This is an optimization exercise on Yosys and OpenROAD, whose aim is small area, a short achievable clock period and few clock cycles per item, not a production implementation.
At most, simulation tests tie the RTL to the original design; equivalence was not proved.
No activity file was given, so power comes from the tool's default toggle rates.

// envelope_generator
module envelope_generator (
    input  wire        clk,
    input  wire        rst,           
    input  wire        cmd_valid,
    output wire        cmd_ready,
    input  wire [1:0]  cmd_op,        
    input  wire [4:0]  cmd_voice,     
    input  wire [3:0]  cmd_ar,        
    input  wire [3:0]  cmd_d1r,       
    input  wire [3:0]  cmd_d2r,       
    input  wire [3:0]  cmd_rr,        
    input  wire [3:0]  cmd_dl,        
    input  wire [3:0]  cmd_krs,       
    input  wire [3:0]  cmd_oct,       
    input  wire        cmd_oct_lsb,   
    output reg         rsp_valid,
    output reg  [9:0]  rsp_level,     
    output reg         rsp_stop       
);
For scale: roughly 2900 cells after synthesis, ~52 I/O pins, ~0.042 mm^2 of cells after synthesis.
clock: 15.0 ns
lec_check: 0
cap_margin: 20
core_margin: 2
core_utilization: 75
cts_cluster_diameter: 80
cts_cluster_size: 28
slew_margin: 20
synth_memory_max_bits: 65536
standard.sh (not shown) runs the stock make flow with config.mk's settings and CLKGATE_MAP_FILE= SYNTH_SCRIPT=/design/flow/synth_recipe.tcl, a recipe that flattens the netlist after the stock synthesis.
==> flow/flow/run.sh <==
#!/bin/bash
# The standard layout (standard.sh), with three changes:
#  1. After the standard synthesis, the combinational logic between the
#     registers is mapped again by Yosys/ABC (yosys.log): the registers keep
#     their names and cells; only the gates between them change.
#  2. The buffers placed on the ports are sky130_fd_sc_hd__buf_2 cells instead of
#     the slow delay buffer the placer picks by default.
#  3. The timing repair after clock tree synthesis and global routing aims for a
#     setup slack margin of 10.9 ns at the design's clock period.
set -euo pipefail
W=$(pwd)
R=$W/orfs/results/$FLOW_PLATFORM/envelope_generator/base
LIB=$FLOW_HOME/platforms/$FLOW_PLATFORM/lib/sky130_fd_sc_hd__tt_025C_1v80.lib
YOSYS=$(command -v yosys || echo $FLOW_HOME/../tools/install/yosys/bin/yosys)
DONT_USE="sky130_fd_sc_hd__lpflow_bleeder_1 sky130_fd_sc_hd__lpflow_clkbufkapwr_1 sky130_fd_sc_hd__lpflow_clkbufkapwr_16 sky130_fd_sc_hd__lpflow_clkbufkapwr_2 sky130_fd_sc_hd__lpflow_clkbufkapwr_4 sky130_fd_sc_hd__lpflow_clkbufkapwr_8 sky130_fd_sc_hd__lpflow_clkinvkapwr_1 sky130_fd_sc_hd__lpflow_clkinvkapwr_16 sky130_fd_sc_hd__lpflow_clkinvkapwr_2 sky130_fd_sc_hd__lpflow_clkinvkapwr_4 sky130_fd_sc_hd__lpflow_clkinvkapwr_8 sky130_fd_sc_hd__lpflow_decapkapwr_12 sky130_fd_sc_hd__lpflow_decapkapwr_3 sky130_fd_sc_hd__lpflow_decapkapwr_4 sky130_fd_sc_hd__lpflow_decapkapwr_6 sky130_fd_sc_hd__lpflow_decapkapwr_8 sky130_fd_sc_hd__lpflow_inputiso0n_1 sky130_fd_sc_hd__lpflow_inputiso0p_1 sky130_fd_sc_hd__lpflow_inputiso1n_1 sky130_fd_sc_hd__lpflow_inputiso1p_1 sky130_fd_sc_hd__lpflow_inputisolatch_1 sky130_fd_sc_hd__lpflow_isobufsrc_1 sky130_fd_sc_hd__lpflow_isobufsrc_16 sky130_fd_sc_hd__lpflow_isobufsrc_2 sky130_fd_sc_hd__lpflow_isobufsrc_4 sky130_fd_sc_hd__lpflow_isobufsrc_8 sky130_fd_sc_hd__lpflow_isobufsrckapwr_16 sky130_fd_sc_hd__lpflow_lsbuf_lh_hl_isowell_tap_1 sky130_fd_sc_hd__lpflow_lsbuf_lh_hl_isowell_tap_2 sky130_fd_sc_hd__lpflow_lsbuf_lh_hl_isowell_tap_4 sky130_fd_sc_hd__lpflow_lsbuf_lh_isowell_4 sky130_fd_sc_hd__lpflow_lsbuf_lh_isowell_tap_1 sky130_fd_sc_hd__lpflow_lsbuf_lh_isowell_tap_2 sky130_fd_sc_hd__lpflow_lsbuf_lh_isowell_tap_4 sky130_fd_sc_hd__probe_p_8 sky130_fd_sc_hd__probec_p_8 "

export BUFFER_PORTS_ARGS="-buffer_cell sky130_fd_sc_hd__buf_2"
export SETUP_SLACK_MARGIN=10.9

# standard synthesis
bash standard.sh synth > standard_synth.log 2>&1

# map the logic between the registers again
cp $R/1_2_yosys.v $W/standard_netlist.v
FF=$(grep -oE "sky130_fd_sc_hd__e?dfxtp_[0-9]+" $W/standard_netlist.v | sort -u | tr '\n' ' ')
DU=""
for c in $DONT_USE; do DU="$DU -dont_use $c"; done
cat > $W/remap.ys <<EOT
read_liberty -ignore_miss_func $LIB
read_verilog $W/standard_netlist.v
hierarchy -top $FLOW_TOP
blackbox $FF
flatten
opt -purge
abc -liberty $LIB $DU -D 4000
opt_clean -purge
stat -liberty $LIB
write_verilog -noattr $W/remapped.v
EOT
$YOSYS -s $W/remap.ys > $W/yosys.log 2>&1
cp $W/remapped.v $R/1_2_yosys.v
rm -f $R/1_synth.odb $R/1_synth.sdc

# the rest of the standard layout
bash standard.sh > standard_flow.log 2>&1
Edit:
CORE_UTILIZATION = 65   (was 75)
CTS_CLUSTER_DIAMETER = 100   (was 80)
CTS_CLUSTER_SIZE = 26   (was 28)
After rerunning: Worst setup slack improved by 0.032 ns; hold slack improved by 0.014 ns; design area grows by 0.54%; fmax grows by 0.77%; total power stays flat; area after synthesis does not change; combinational power is about the same; sequential cell count does not change; cell count grows by about 3%.
No functional check of the RTL was part of any run of this note.

---

envelope_generator, a different RTL version from the one above (not shown whole).
For scale: roughly 3300 cells after synthesis, ~46000 µm² of cells after synthesis.
==> flow/config.mk <==
export PLATFORM = sky130hd
export DESIGN_NAME = envelope_generator
export DESIGN_NICKNAME = envelope_generator
export VERILOG_FILES = /design/flow/design.v
export SDC_FILE = /design/flow/constraint.sdc
export NUM_CORES = 4
export LEC_CHECK = 0
export CAP_MARGIN = 20
export CORE_MARGIN = 2
export CORE_UTILIZATION = 65
export CTS_CLUSTER_DIAMETER = 100
export CTS_CLUSTER_SIZE = 30
export SLEW_MARGIN = 20
export SYNTH_MEMORY_MAX_BITS = 65536
==> flow/constraint.sdc <==
create_clock -name core_clock -period 15.0 [get_ports {clk}]
set_input_delay 3.0000 -clock core_clock [delete_from_list [all_inputs] [get_ports {clk}]]
set_output_delay 3.0000 -clock core_clock [all_outputs]
set_load 0.01 [all_outputs]
run.sh (not shown) runs the stock make flow with config.mk's settings and CLKGATE_MAP_FILE= SYNTH_SCRIPT=/design/flow/synth_recipe.tcl, a recipe that flattens the netlist after the stock synthesis.
Stock flow here: none of the scripts above is used.
Testbench counts at the start, summed over its fixed seeds: cycles 46,648, cmds 45,850.
Then changed:
- CORE_UTILIZATION: 65 -> 70
- CTS_CLUSTER_DIAMETER: 100 -> 80
- CTS_CLUSTER_SIZE: 30 -> 26
After rerunning:
- core utilization climbs by 6.1 points
- wire length climbs by about 19%
- combinational power climbs by 4.5%
- sequential cell count is unchanged
- setup slack gets better by 0.38 ns
- critical path depth drops by 1
- total power climbs by 3.3%
- global-route usage climbs by 7.6 points
- clock power climbs by about 9%
- sequential power is about the same
- register-to-register slack gets better by 0.23 ns

---

envelope_generator, a different RTL version from the one above (not shown whole).
For scale: ~2900 cells after synthesis, ~52 I/O pins, roughly 42000 um2 of cells after synthesis.
clock: 15.0 ns
lec_check: 0
cap_margin: 20
core_margin: 2
core_utilization: 65
cts_cluster_diameter: 100
cts_cluster_size: 26
slew_margin: 20
synth_memory_max_bits: 65536
standard.sh (not shown) runs the stock make flow with config.mk's settings and CLKGATE_MAP_FILE= SYNTH_SCRIPT=/design/flow/synth_recipe.tcl, a recipe that flattens the netlist after the stock synthesis.
==> flow/flow/run.sh <==
#!/bin/bash
# The standard layout (standard.sh), with three changes:
#  1. After the standard synthesis, the combinational logic between the
#     registers is mapped again by Yosys/ABC (yosys.log): the registers keep
#     their names and cells; only the gates between them change.
#  2. The buffers placed on the ports are sky130_fd_sc_hd__buf_2 cells instead of
#     the slow delay buffer the placer picks by default.
#  3. The timing repair after clock tree synthesis and global routing aims for a
#     setup slack margin of 11 ns at the design's clock period.
set -euo pipefail
W=$(pwd)
R=$W/orfs/results/$FLOW_PLATFORM/envelope_generator/base
LIB=$FLOW_HOME/platforms/$FLOW_PLATFORM/lib/sky130_fd_sc_hd__tt_025C_1v80.lib
YOSYS=$(command -v yosys || echo $FLOW_HOME/../tools/install/yosys/bin/yosys)
DONT_USE="sky130_fd_sc_hd__lpflow_bleeder_1 sky130_fd_sc_hd__lpflow_clkbufkapwr_1 sky130_fd_sc_hd__lpflow_clkbufkapwr_16 sky130_fd_sc_hd__lpflow_clkbufkapwr_2 sky130_fd_sc_hd__lpflow_clkbufkapwr_4 sky130_fd_sc_hd__lpflow_clkbufkapwr_8 sky130_fd_sc_hd__lpflow_clkinvkapwr_1 sky130_fd_sc_hd__lpflow_clkinvkapwr_16 sky130_fd_sc_hd__lpflow_clkinvkapwr_2 sky130_fd_sc_hd__lpflow_clkinvkapwr_4 sky130_fd_sc_hd__lpflow_clkinvkapwr_8 sky130_fd_sc_hd__lpflow_decapkapwr_12 sky130_fd_sc_hd__lpflow_decapkapwr_3 sky130_fd_sc_hd__lpflow_decapkapwr_4 sky130_fd_sc_hd__lpflow_decapkapwr_6 sky130_fd_sc_hd__lpflow_decapkapwr_8 sky130_fd_sc_hd__lpflow_inputiso0n_1 sky130_fd_sc_hd__lpflow_inputiso0p_1 sky130_fd_sc_hd__lpflow_inputiso1n_1 sky130_fd_sc_hd__lpflow_inputiso1p_1 sky130_fd_sc_hd__lpflow_inputisolatch_1 sky130_fd_sc_hd__lpflow_isobufsrc_1 sky130_fd_sc_hd__lpflow_isobufsrc_16 sky130_fd_sc_hd__lpflow_isobufsrc_2 sky130_fd_sc_hd__lpflow_isobufsrc_4 sky130_fd_sc_hd__lpflow_isobufsrc_8 sky130_fd_sc_hd__lpflow_isobufsrckapwr_16 sky130_fd_sc_hd__lpflow_lsbuf_lh_hl_isowell_tap_1 sky130_fd_sc_hd__lpflow_lsbuf_lh_hl_isowell_tap_2 sky130_fd_sc_hd__lpflow_lsbuf_lh_hl_isowell_tap_4 sky130_fd_sc_hd__lpflow_lsbuf_lh_isowell_4 sky130_fd_sc_hd__lpflow_lsbuf_lh_isowell_tap_1 sky130_fd_sc_hd__lpflow_lsbuf_lh_isowell_tap_2 sky130_fd_sc_hd__lpflow_lsbuf_lh_isowell_tap_4 sky130_fd_sc_hd__probe_p_8 sky130_fd_sc_hd__probec_p_8 "

export BUFFER_PORTS_ARGS="-buffer_cell sky130_fd_sc_hd__buf_2"
export SETUP_SLACK_MARGIN=11

# standard synthesis
bash standard.sh synth > standard_synth.log 2>&1

# map the logic between the registers again
cp $R/1_2_yosys.v $W/standard_netlist.v
FF=$(grep -oE "sky130_fd_sc_hd__e?dfxtp_[0-9]+" $W/standard_netlist.v | sort -u | tr '\n' ' ')
DU=""
for c in $DONT_USE; do DU="$DU -dont_use $c"; done
cat > $W/remap.ys <<EOT
read_liberty -ignore_miss_func $LIB
read_verilog $W/standard_netlist.v
hierarchy -top $FLOW_TOP
blackbox $FF
flatten
opt -purge
abc -liberty $LIB $DU -D 4000
opt_clean -purge
stat -liberty $LIB
write_verilog -noattr $W/remapped.v
EOT
$YOSYS -s $W/remap.ys > $W/yosys.log 2>&1
cp $W/remapped.v $R/1_2_yosys.v
rm -f $R/1_synth.odb $R/1_synth.sdc

# the rest of the standard layout
bash standard.sh > standard_flow.log 2>&1
The baseline passed the timing, design-rule and antenna checks.
Testbench counts at the start, summed over its fixed seeds: cycles 46,656, cmds 45,850.
Rerun with:
--- a/flow/flow/run.sh
+++ b/flow/flow/run.sh
@@ -8,3 +8,3 @@
 #  3. The timing repair after clock tree synthesis and global routing aims for a
-#     setup slack margin of 11 ns at the design's clock period.
+#     setup slack margin of 10.9 ns at the design's clock period.
 set -euo pipefail
@@ -17,3 +17,3 @@
 export BUFFER_PORTS_ARGS="-buffer_cell sky130_fd_sc_hd__buf_2"
-export SETUP_SLACK_MARGIN=11
+export SETUP_SLACK_MARGIN=10.9
 
- PLACE_DENSITY: unset -> 0.75
Result:
- The new run completed without violations
- count of clock-buffer cells in the layout drops by 7
- routed wire length drops by 3.9%
- cell count is lower by 0.33%
- non-clock buffer count goes down by 7
- clock power went down by about 3%
Rerun with:
- PLACE_DENSITY: 0.75 -> unset
Result:
- The changed run went through all stages and came out clean
- die area stays the same
- cell area hardly moves
- worst hold slack gains 0.013 ns
- synthesized cell count is unchanged
- sequential power stays flat
- total power is about the same
- worst setup slack loses 0.014 ns
- sequential share of layout area barely changes
- global-route usage grows by 0.11 points
- via count grows by 0.91%
- clock-buffer cell count grows by 1
Rerun with:
- CTS_CLUSTER_SIZE: 26 -> 20
After rerunning: The changed run ran to the end with no violations; global-route usage climbs by 1.3 points; area after synthesis is unchanged; worst hold slack got worse by 0.020 ns; fmax falls by 0.35%; final area climbs by 1.2%; power rose by 4.4%; via count came out higher by 1.6%; die area does not change.

---

Another version of the RTL of envelope_generator (not shown whole).
For scale: ~3300 cells after synthesis, ~47000 µm² of cells after synthesis.
Settings: LEC_CHECK=0, CAP_MARGIN=20, CORE_MARGIN=2, CORE_UTILIZATION=65, CTS_CLUSTER_DIAMETER=100, CTS_CLUSTER_SIZE=30, SLEW_MARGIN=20, SYNTH_MEMORY_MAX_BITS=65536; clock period 15.0 ns.
run.sh (not shown) runs the stock make flow with config.mk's settings and CLKGATE_MAP_FILE= SYNTH_SCRIPT=/design/flow/synth_recipe.tcl, a recipe that flattens the netlist after the stock synthesis.
Stock flow here: none of the scripts above is used.
The starting point produced a clean layout.
Then changed:
- ABC_AREA: unset -> 1
- CTS_CLUSTER_SIZE: 30 -> 24
Via count came out higher by about 12%.
Register-to-register slack is better by 0.41 ns.
Synthesized cell count came out higher by about 12%.
Routed wire length came out higher by about 14%.
No functional check of the RTL was part of any run of this note.

---

sierra:
Another version of the RTL of envelope_generator (not shown whole).
For scale: ~1800 flip-flops, about 0.047 mm^2 of cells after synthesis.
==> flow/config.mk <==
export PLATFORM = sky130hd
export DESIGN_NAME = envelope_generator
export DESIGN_NICKNAME = envelope_generator
export VERILOG_FILES = /design/flow/design.v
export SDC_FILE = /design/flow/constraint.sdc
export NUM_CORES = 4
export LEC_CHECK = 0
export CAP_MARGIN = 20
export CORE_MARGIN = 2
export CORE_UTILIZATION = 65
export CTS_CLUSTER_DIAMETER = 100
export CTS_CLUSTER_SIZE = 24
export SLEW_MARGIN = 20
export SYNTH_MEMORY_MAX_BITS = 65536
==> flow/constraint.sdc <==
create_clock -name core_clock -period 15.0 [get_ports {clk}]
set_input_delay 3.0000 -clock core_clock [delete_from_list [all_inputs] [get_ports {clk}]]
set_output_delay 3.0000 -clock core_clock [all_outputs]
set_load 0.01 [all_outputs]
--- input diff sierra..quartz ---
Settings: clearing CTS_CLUSTER_DIAMETER, which used to be 100; clearing CTS_CLUSTER_SIZE, which used to be 24.
## What came out
Relative to sierra, the total number of H-tree levels of quartz is higher by 1.
The higher final cell utilization of the core came out of quartz.
Number of global-route vias before repair ends up lower on sierra.
Comparing quartz and sierra, the lower via count was measured on sierra.
Combinational power is lower on sierra
From sierra to quartz the numbers moved as follows: area added between synthesis and finish increased by 6.1 points relative to the old numbers; sequential power was more or less identical.
The cell area power density in quartz sits 21 mW/mm^2 above the value recorded for sierra.
sierra has lower met3 routing resource usage after global routing than quartz.
Row overall power of the completed layout: quartz higher / sierra lower
Min final critical-path share of the clock period across quartz and sierra: sierra
No run of this note included a check of the RTL's function; only the layout flow was run.

---

envelope_generator, a different RTL version from the one above (not shown whole).
For scale: roughly 2900 cells after synthesis, about 42000 um2 of cells after synthesis.
==> flow/config.mk <==
export PLATFORM = sky130hd
export DESIGN_NAME = envelope_generator
export DESIGN_NICKNAME = envelope_generator
export VERILOG_FILES = /design/flow/design.v
export SDC_FILE = /design/flow/constraint.sdc
export NUM_CORES = 4
export LEC_CHECK = 0
export CAP_MARGIN = 20
export CORE_MARGIN = 2
export CORE_UTILIZATION = 65
export CTS_CLUSTER_DIAMETER = 100
export CTS_CLUSTER_SIZE = 26
export SLEW_MARGIN = 20
export SYNTH_MEMORY_MAX_BITS = 65536
==> flow/constraint.sdc <==
create_clock -name core_clock -period 15.0 [get_ports {clk}]
set_input_delay 3.0000 -clock core_clock [delete_from_list [all_inputs] [get_ports {clk}]]
set_output_delay 3.0000 -clock core_clock [all_outputs]
set_load 0.01 [all_outputs]
standard.sh (not shown) runs the stock make flow with config.mk's settings and CLKGATE_MAP_FILE= SYNTH_SCRIPT=/design/flow/synth_recipe.tcl, a recipe that flattens the netlist after the stock synthesis.
==> flow/flow/run.sh <==
#!/bin/bash
# The standard layout (standard.sh), with three changes:
#  1. After the standard synthesis, the combinational logic between the
#     registers is mapped again by Yosys/ABC (yosys.log): the registers keep
#     their names and cells; only the gates between them change.
#  2. The buffers placed on the ports are sky130_fd_sc_hd__buf_2 cells instead of
#     the slow delay buffer the placer picks by default.
#  3. The timing repair after clock tree synthesis and global routing aims for a
#     setup slack margin of 10.9 ns at the design's clock period.
set -euo pipefail
W=$(pwd)
R=$W/orfs/results/$FLOW_PLATFORM/envelope_generator/base
LIB=$FLOW_HOME/platforms/$FLOW_PLATFORM/lib/sky130_fd_sc_hd__tt_025C_1v80.lib
YOSYS=$(command -v yosys || echo $FLOW_HOME/../tools/install/yosys/bin/yosys)
DONT_USE="sky130_fd_sc_hd__lpflow_bleeder_1 sky130_fd_sc_hd__lpflow_clkbufkapwr_1 sky130_fd_sc_hd__lpflow_clkbufkapwr_16 sky130_fd_sc_hd__lpflow_clkbufkapwr_2 sky130_fd_sc_hd__lpflow_clkbufkapwr_4 sky130_fd_sc_hd__lpflow_clkbufkapwr_8 sky130_fd_sc_hd__lpflow_clkinvkapwr_1 sky130_fd_sc_hd__lpflow_clkinvkapwr_16 sky130_fd_sc_hd__lpflow_clkinvkapwr_2 sky130_fd_sc_hd__lpflow_clkinvkapwr_4 sky130_fd_sc_hd__lpflow_clkinvkapwr_8 sky130_fd_sc_hd__lpflow_decapkapwr_12 sky130_fd_sc_hd__lpflow_decapkapwr_3 sky130_fd_sc_hd__lpflow_decapkapwr_4 sky130_fd_sc_hd__lpflow_decapkapwr_6 sky130_fd_sc_hd__lpflow_decapkapwr_8 sky130_fd_sc_hd__lpflow_inputiso0n_1 sky130_fd_sc_hd__lpflow_inputiso0p_1 sky130_fd_sc_hd__lpflow_inputiso1n_1 sky130_fd_sc_hd__lpflow_inputiso1p_1 sky130_fd_sc_hd__lpflow_inputisolatch_1 sky130_fd_sc_hd__lpflow_isobufsrc_1 sky130_fd_sc_hd__lpflow_isobufsrc_16 sky130_fd_sc_hd__lpflow_isobufsrc_2 sky130_fd_sc_hd__lpflow_isobufsrc_4 sky130_fd_sc_hd__lpflow_isobufsrc_8 sky130_fd_sc_hd__lpflow_isobufsrckapwr_16 sky130_fd_sc_hd__lpflow_lsbuf_lh_hl_isowell_tap_1 sky130_fd_sc_hd__lpflow_lsbuf_lh_hl_isowell_tap_2 sky130_fd_sc_hd__lpflow_lsbuf_lh_hl_isowell_tap_4 sky130_fd_sc_hd__lpflow_lsbuf_lh_isowell_4 sky130_fd_sc_hd__lpflow_lsbuf_lh_isowell_tap_1 sky130_fd_sc_hd__lpflow_lsbuf_lh_isowell_tap_2 sky130_fd_sc_hd__lpflow_lsbuf_lh_isowell_tap_4 sky130_fd_sc_hd__probe_p_8 sky130_fd_sc_hd__probec_p_8 "

export BUFFER_PORTS_ARGS="-buffer_cell sky130_fd_sc_hd__buf_2"
export SETUP_SLACK_MARGIN=10.9

# standard synthesis
bash standard.sh synth > standard_synth.log 2>&1

# map the logic between the registers again
cp $R/1_2_yosys.v $W/standard_netlist.v
FF=$(grep -oE "sky130_fd_sc_hd__e?dfxtp_[0-9]+" $W/standard_netlist.v | sort -u | tr '\n' ' ')
DU=""
for c in $DONT_USE; do DU="$DU -dont_use $c"; done
cat > $W/remap.ys <<EOT
read_liberty -ignore_miss_func $LIB
read_verilog $W/standard_netlist.v
hierarchy -top $FLOW_TOP
blackbox $FF
flatten
opt -purge
abc -liberty $LIB $DU -D 4000
opt_clean -purge
stat -liberty $LIB
write_verilog -noattr $W/remapped.v
EOT
$YOSYS -s $W/remap.ys > $W/yosys.log 2>&1
cp $W/remapped.v $R/1_2_yosys.v
rm -f $R/1_synth.odb $R/1_synth.sdc

# the rest of the standard layout
bash standard.sh > standard_flow.log 2>&1
Edit:
--- a/flow/flow/run.sh
+++ b/flow/flow/run.sh
@@ -7,5 +7,5 @@
 #     the slow delay buffer the placer picks by default.
 #  3. The timing repair after clock tree synthesis and global routing aims for a
-#     setup slack margin of 10.9 ns at the design's clock period.
+#     setup slack margin of 11 ns at the design's clock period.
 set -euo pipefail
 W=$(pwd)
@@ -16,5 +16,5 @@
 
 export BUFFER_PORTS_ARGS="-buffer_cell sky130_fd_sc_hd__buf_2"
-export SETUP_SLACK_MARGIN=10.9
+export SETUP_SLACK_MARGIN=11
 
 # standard synthesis
Result: Area after synthesis is unchanged. Critical path depth is unchanged. Maximum frequency goes down slightly. Total power goes up slightly. Hold slack hardly moves. Core utilization barely changes. Clock power goes up slightly. Global-route usage goes up by 1.2 points.
No functional check of the RTL was part of any run of this note.

==> static timing again, ports no longer ideal <==
The flow's constraints put no driver on any port. The routed layouts listed below were extracted and timed again, unchanged, in two steps.
Step 1 (the two cells are an assumption about what drives the block):
set clk [get_ports {clk}]
set_driving_cell -lib_cell sky130_fd_sc_hd__clkbuf_16 $clk
set_driving_cell -lib_cell sky130_fd_sc_hd__buf_2 [delete_from_list [all_inputs] $clk]
Step 2 moves the port delays by t, midway between the first and last clock arrival at a register: inputs arrive t later, outputs are due t later. That takes back most of the time a late clock gives input paths.
Slacks: ideal ports / drivers / drivers and shift; pairs: ideal ports / drivers.
run | t, ns | slack for setup (ns) | hold WS [ns] | worst setup path at the end
the first run of note 1 | 0.734 | 10.808 / 10.741 / 10.296 | 0.302 / 0.302 / 0.302 | input to register
the second run of note 1 | 0.718 | 10.840 / 10.775 / 10.523 | 0.316 / 0.316 / 0.316 | input to register
the first run of note 2 | 0.706 | 10.000 / 9.933 / 9.863 | 0.308 / 0.308 / 0.308 | input to register
the second run of note 2 | 0.728 | 10.375 / 10.309 / 9.949 | 0.303 / 0.303 / 0.303 | input to register
the first run of note 3 | 0.706 | 10.858 / 10.794 / 10.445 | 0.304 / 0.304 / 0.304 | input to register
the second run of note 3 | 0.712 | 10.862 / 10.794 / 10.479 | 0.308 / 0.308 / 0.308 | input to register
the third run of note 3 | 0.712 | 10.848 / 10.781 / 10.399 | 0.321 / 0.321 / 0.321 | input to register
the fourth run of note 3 | 0.729 | 10.834 / 10.768 / 10.228 | 0.301 / 0.301 / 0.301 | input to register
the first run of note 4 | 0.721 | 10.461 / 10.395 / 10.133 | 0.321 / 0.321 / 0.321 | input to register
the second run of note 4 | 0.723 | 9.948 / 9.990 / 9.267 | 0.292 / 0.292 / 0.292 | input to register
sierra | 0.728 | 10.401 / 10.351 / 10.401 | 0.314 / 0.314 / 0.314 | register to register
quartz | 0.800 | 10.306 / 10.285 / 10.306 | 0.300 / 0.300 / 0.300 | register to register
the first run of note 6 | 0.715 | 10.846 / 10.778 / 10.512 | 0.319 / 0.319 / 0.319 | input to register
the second run of note 6 | 0.721 | 10.830 / 10.765 / 10.515 | 0.319 / 0.319 / 0.319 | input to register
After both steps setup and hold are still met in every run listed. For the second run of note 4, which loses most, drivers alone change the setup slack by +0.042 ns; drivers and shift together by -0.681 ns.
